Context: an optimization exercise on an open-source flow, tuned for small area, a short achievable clock period and few clock cycles per item. The choices shown serve that exercise and are no tape-out recipe.
In this exercise RTL edits were held to simulation tests only and were not proved equivalent to the original.

Setup of oak:
==> flow/design.v (excerpt) <==
module photon_perm (
    input  wire         clk,
    input  wire         rst,         
    input  wire         in_valid,
    output wire         in_ready,
    input  wire [255:0] in_state,
    output wire         out_valid,
    input  wire         out_ready,
    output wire [255:0] out_state
);
export LEC_CHECK = 0
export CAP_MARGIN = 20
export CORE_MARGIN = 2
export CORE_UTILIZATION = 65
export PLACE_DENSITY = 0.75
export SETUP_SLACK_MARGIN = 2.7
export SLEW_MARGIN = 20
create_clock -name core_clock -period 5.0 [get_ports {clk}]
standard.sh (not shown) runs the stock make flow with config.mk's settings and CLKGATE_MAP_FILE= SYNTH_SCRIPT=/design/flow/synth_recipe.tcl, a recipe that flattens the netlist after the stock synthesis.
==> flow/flow/run.sh <==
#!/bin/bash
# Own layout flow: the standard flow (standard.sh) with a different
# technology mapping in synthesis (flow/synth.tcl: the same synthesis script,
# but no adder extraction and ABC run with flow/abc.script) and smaller port
# buffers. Each tool's output goes to its own log in the work folder.
set -euo pipefail
W=$PWD
EXTRA=()
[ -f flow/extra.txt ] && mapfile -t EXTRA < <(grep -v '^#' flow/extra.txt | grep .)
bash standard.sh \
  SYNTH_SCRIPT=$W/flow/synth.tcl \
  BENCHV_ABC_SCRIPT=$W/flow/abc.script \
  "${EXTRA[@]}" \
  finish > $W/flow_make.log 2>&1
mkdir -p $W/flow_logs
cp -r $W/orfs/logs/* $W/flow_logs/ 2>/dev/null || true
test -f $W/out/final.def
==> flow/flow/abc.script <==
&get -n
&st
&dch
&nf
&st
&syn2
&if -g -K 6
&synch2
&nf
&st
&syn2
&if -g -K 6
&synch2
&nf
&st
&syn2
&if -g -K 6
&synch2
&nf
&st
&syn2
&if -g -K 6
&synch2
&nf
&st
&syn2
&if -g -K 6
&synch2
&nf
&put
buffer -c
topo
stime -c
upsize -c
dnsize -c
==> flow/flow/extra.txt <==
# extra make variables, one per line
BUFFER_PORTS_ARGS=-buffer_cell sky130_fd_sc_hd__buf_1
==> flow/flow/synth.tcl <==
# The standard flow's synthesis (synth_recipe.tcl) with two changes to the technology
# mapping only: no half/full-adder extraction, and ABC run with our script.
proc synth {args} { yosys synth -nofsm -noshare {*}$args }
proc extract_fa {args} { puts "extract_fa skipped" }
proc abc {args} {
  set i [lsearch -exact $args -script]
  if { $i >= 0 && [info exists ::env(BENCHV_ABC_SCRIPT)] } {
    lset args [expr {$i + 1}] $::env(BENCHV_ABC_SCRIPT)
  }
  set j [lsearch -exact $args -D]
  if { $j >= 0 && [info exists ::env(BENCHV_ABC_D)] } {
    lset args [expr {$j + 1}] $::env(BENCHV_ABC_D)
  }
  puts "abc $args"
  yosys abc {*}$args
}
source $::env(SCRIPTS_DIR)/synth.tcl
# left out here: clear keep_hierarchy, flatten, clean up, hide names made inside functions, write 1_2_yosys.v
Testbench counts of oak, summed over its fixed seeds: cycles 6,160, items 512.
> inputs changed (oak -> pine)
- swapping 65 for 40 in CORE_UTILIZATION
- swapping 0.75 for 0.6 in PLACE_DENSITY
==> flow/flow/extra.txt <==
# extra make variables, one per line
BUFFER_PORTS_ARGS=-buffer_cell sky130_fd_sc_hd__buf_2
==> summary.txt <==
- There was hardly any difference in area taken by flip-flops and latches between oak and pine.
- There was hardly any difference in clock slew seen by the registers of the worst setup and hold paths between oak and pine.
- Measured against oak, the number of filler cells placed in the layout of pine comes out at 2.2 times the reference value.
- pine and oak ended up with nearly the same maximum clock frequency.
- Any difference in final period demand of the worst path between pine and oak is small enough to ignore.
- Between oak and pine, the flow reports cell count increasing by more than 10%.
- Taking pine as 1.0, oak lands at 0.885 on detailed-route wire length.
Relative to pine, the following input files were edited for birch:
==> flow/flow/abc.script <==
&get -n
&st
&dch
&nf -p
&put
topo
stime -c
--- outcome ---
[birch vs pine] horizontal die dimension: lower in birch
Synthesized netlist cell count (birch vs. pine) decreases by a few percent
Measured against each other, pine and birch differ in hold slack, the lower figure coming from pine.
Sort pine and birch by xor-xnor portion of the synthesized cell area asc -> top: pine
As far as average routed wire per standard cell is concerned, birch and pine perform about the same.
Min largest stage delay on the critical path across pine and birch: pine
The post-route clock period utilization of birch is lower than that of pine.
The critical path data required time reported for birch is greater than that of pine by 1.35 ns.
Going from pine to birch, placed cell count shrank slightly.
The register-to-register path setup slack of pine and that of birch are within noise of each other.

* * *

Another version of the RTL of photon_perm (not shown whole).
Size in the first run: about 530 flip-flops, about 520 I/O pins.
clock: 5.0 ns
lec_check: 0
cap_margin: 20
core_margin: 2
core_utilization: 65
cts_cluster_diameter: 80
cts_cluster_size: 30
place_density: 0.75
setup_slack_margin: 2.6
slew_margin: 20
==> flow/flow/abc.script <==
&get -n
&st
&dch
&nf -p
&put
topo
stime -c
==> flow/flow/extra.txt <==
# extra make variables, one per line
BUFFER_PORTS_ARGS=-buffer_cell sky130_fd_sc_hd__buf_1
Scripts as last shown in full above: flow/flow/run.sh, flow/flow/synth.tcl
The baseline completed with no timing, DRC or antenna violations.
Testbench counts at the start, summed over its fixed seeds: cycles 6,160, items 512.
Change:
--- a/flow/config.mk
+++ b/flow/config.mk
@@ -13,3 +13,3 @@
 export PLACE_DENSITY = 0.75
-export SETUP_SLACK_MARGIN = 2.6
+export SETUP_SLACK_MARGIN = 2.7
 export SLEW_MARGIN = 20
=> The new run finished clean; setup slack improved by 0.038 ns; hold slack improved by 0.039 ns; wire length increases by a few percent; flip-flop and latch count stays the same.

* * *

Starting RTL as in the previous note.
==> flow/config.mk <==
export PLATFORM = sky130hd
export DESIGN_NAME = photon_perm
export DESIGN_NICKNAME = photon_perm
export VERILOG_FILES = /design/flow/design.v
export SDC_FILE = /design/flow/constraint.sdc
export NUM_CORES = 4
export LEC_CHECK = 0
export CAP_MARGIN = 20
export CORE_MARGIN = 2
export CORE_UTILIZATION = 72
export CTS_CLUSTER_DIAMETER = 80
export CTS_CLUSTER_SIZE = 30
export PLACE_DENSITY = 0.8
export SETUP_SLACK_MARGIN = 2.6
export SLEW_MARGIN = 20
==> flow/constraint.sdc <==
create_clock -name core_clock -period 5.0 [get_ports {clk}]
set_input_delay 1.0000 -clock core_clock [delete_from_list [all_inputs] [get_ports {clk}]]
set_output_delay 1.0000 -clock core_clock [all_outputs]
set_load 0.01 [all_outputs]
Scripts as last shown in full above: flow/flow/run.sh, flow/flow/abc.script, flow/flow/extra.txt, flow/flow/synth.tcl
Testbench counts at the start, summed over its fixed seeds: cycles 6,160, items 512.
Rerun with:
--- a/flow/config.mk
+++ b/flow/config.mk
@@ -9,7 +9,7 @@
 export CORE_MARGIN = 2
-export CORE_UTILIZATION = 72
+export CORE_UTILIZATION = 65
 export CTS_CLUSTER_DIAMETER = 80
 export CTS_CLUSTER_SIZE = 30
-export PLACE_DENSITY = 0.8
-export SETUP_SLACK_MARGIN = 2.6
+export PLACE_DENSITY = 0.75
+export SETUP_SLACK_MARGIN = 2.4
 export SLEW_MARGIN = 20
The changed run passed the timing, DRC and antenna checks.
Via count went down by 3.5%.
Final cell count went up by 1.4%.
Worst hold slack gets worse by 0.047 ns.
Clock-buffer cell count went up by 6.
Global-route usage went down by 5.1 points.
Clock skew went up by 0.0038 ns.
First-iteration DRC count went down by 23%.
Final area went down by 1.7%.
Rerun with:
==> flow/flow/abc.script (replaced) <==
&get -n
&st
&dch
&nf -p
&put
buffer -c
topo
stime -c
upsize -c
dnsize -c
--- a/flow/config.mk
+++ b/flow/config.mk
@@ -13,3 +13,3 @@
 export PLACE_DENSITY = 0.75
-export SETUP_SLACK_MARGIN = 2.4
+export SETUP_SLACK_MARGIN = 2.6
 export SLEW_MARGIN = 20
The new run completed without violations.
Clock skew is about the same.
Count of clock-buffer cells in the layout fell by 7.
Design area rose by a few percent.
Core utilization rose by 0.46 points.
Final cell count rose slightly.
Rerun with:
==> flow/flow/abc.script (replaced) <==
&get -n
&st
&dch
&nf -p
&put
topo
stime -c
--- a/flow/config.mk
+++ b/flow/config.mk
@@ -7,3 +7,3 @@
 export LEC_CHECK = 0
-export CAP_MARGIN = 20
+export CAP_MARGIN = 5
 export CORE_MARGIN = 2
@@ -14,2 +14,2 @@
 export SETUP_SLACK_MARGIN = 2.6
-export SLEW_MARGIN = 20
+export SLEW_MARGIN = 5
The changed run finished with timing, DRC and antenna clean.
Clock-buffer cell count went up by 4.
Flip-flop and latch count stays the same.
Die area went down by 4.2%.
Worst hold slack got worse by 0.036 ns.
Via count went up by 0.72%.
Non-clock buffer count went down by 17.
Global-route usage went up by 0.51 points.
Utilization went up by 1.5 points.
Synthesized area went down by 4.3%.
Rerun with:
--- a/flow/config.mk
+++ b/flow/config.mk
@@ -7,9 +7,7 @@
 export LEC_CHECK = 0
-export CAP_MARGIN = 5
+export CAP_MARGIN = 20
 export CORE_MARGIN = 2
 export CORE_UTILIZATION = 65
-export CTS_CLUSTER_DIAMETER = 80
-export CTS_CLUSTER_SIZE = 30
 export PLACE_DENSITY = 0.75
 export SETUP_SLACK_MARGIN = 2.6
-export SLEW_MARGIN = 5
+export SLEW_MARGIN = 20
What happened: Wire length increases by 1.2%; via count rises by about 1.3%; area after synthesis is unchanged; design area came out higher by 1.7%; sequential share of layout area came out lower by 0.63 points.

* * *

photon_perm, a different RTL version from the one above (not shown whole).
Size: roughly 4500 cells after synthesis, ~520 flip-flops, roughly 520 I/O pins, ~0.046 mm2 of cells after synthesis.
clock: 5.0 ns
lec_check: 0
abc_clock_period_in_ps: 2500
cap_margin: 20
core_margin: 2
core_utilization: 40
place_density: 0.6
setup_slack_margin: 2.3
slew_margin: 20
run.sh (not shown) runs the stock make flow with config.mk's settings and CLKGATE_MAP_FILE= SYNTH_SCRIPT=/design/flow/synth_recipe.tcl, a recipe that flattens the netlist after the stock synthesis.
Stock flow here: none of the scripts above is used.
Testbench counts at the start, summed over its fixed seeds: cycles 6,160, items 512.
Rerun with:
- SETUP_SLACK_MARGIN: 2.3 -> default
Outcome: Hold slack stays flat; wire length went down by 4.3%; clock skew stays flat; maximum frequency went down by 24%; flip-flop and latch count is unchanged; sequential share of layout area went up by 1.9 points.

==> port drivers added, routing unchanged <==
The flow's constraints put no driver on any port. The routed layouts listed below were extracted and timed again, unchanged, in two steps.
Step 1 assumes that a clkbuf_16 drives the clock port and a buf_2 every other input.
Step 2 times the ports against the registers' clock, not the clock port: input delays grow and output delays shrink by t, the midpoint of the rising clock arrivals with the driver on.
Slacks: no drivers / after step 1 / after step 2; pairs: no drivers / after step 1.
run | t, ns | setup WS [ns] | slew at the worst register clock pin (ns) | worst slew at a driven data input, ns | pins driven straight from the clock port
oak | 0.701 | 2.614 / 2.577 / 2.044 | 0.07 / 0.07 | 0.12 | 1
pine | 0.685 | 2.614 / 2.543 / 2.010 | 0.07 / 0.07 | 0.22 | 1
birch | 0.685 | 2.626 / 2.561 / 2.017 | 0.07 / 0.07 | 0.12 | 1
the first run of note 2 | 0.641 | 2.567 / 2.533 / 2.034 | 0.12 / 0.12 | 0.15 | 1
the second run of note 2 | 0.646 | 2.604 / 2.604 / 2.114 | 0.12 / 0.12 | 0.15 | 1
the first run of note 3 | 0.702 | 2.426 / 2.430 / 1.753 | 0.12 / 0.12 | 0.11 | 1
the second run of note 3 | 0.655 | 2.362 / 2.362 / 1.752 | 0.11 / 0.11 | 0.10 | 1
the third run of note 3 | 0.718 | 2.557 / 2.491 / 2.042 | 0.12 / 0.12 | 0.11 | 1
the fourth run of note 3 | 0.644 | 2.567 / 2.545 / 1.968 | 0.12 / 0.12 | 0.15 | 1
the fifth run of note 3 | 0.695 | 2.500 / 2.500 / 2.216 | 0.07 / 0.07 | 0.16 | 1
the first run of note 4 | 0.712 | 2.006 / 2.006 / 1.750 | 0.07 / 0.07 | 0.16 | 1
the second run of note 4 | 0.698 | 1.073 / 1.073 / 1.073 | 0.07 / 0.07 | 0.16 | 1
After both steps setup and hold are still met in every run listed. For the first run of note 3, which loses most, drivers alone change the setup slack by +0.004 ns; drivers and shift together by -0.673 ns.
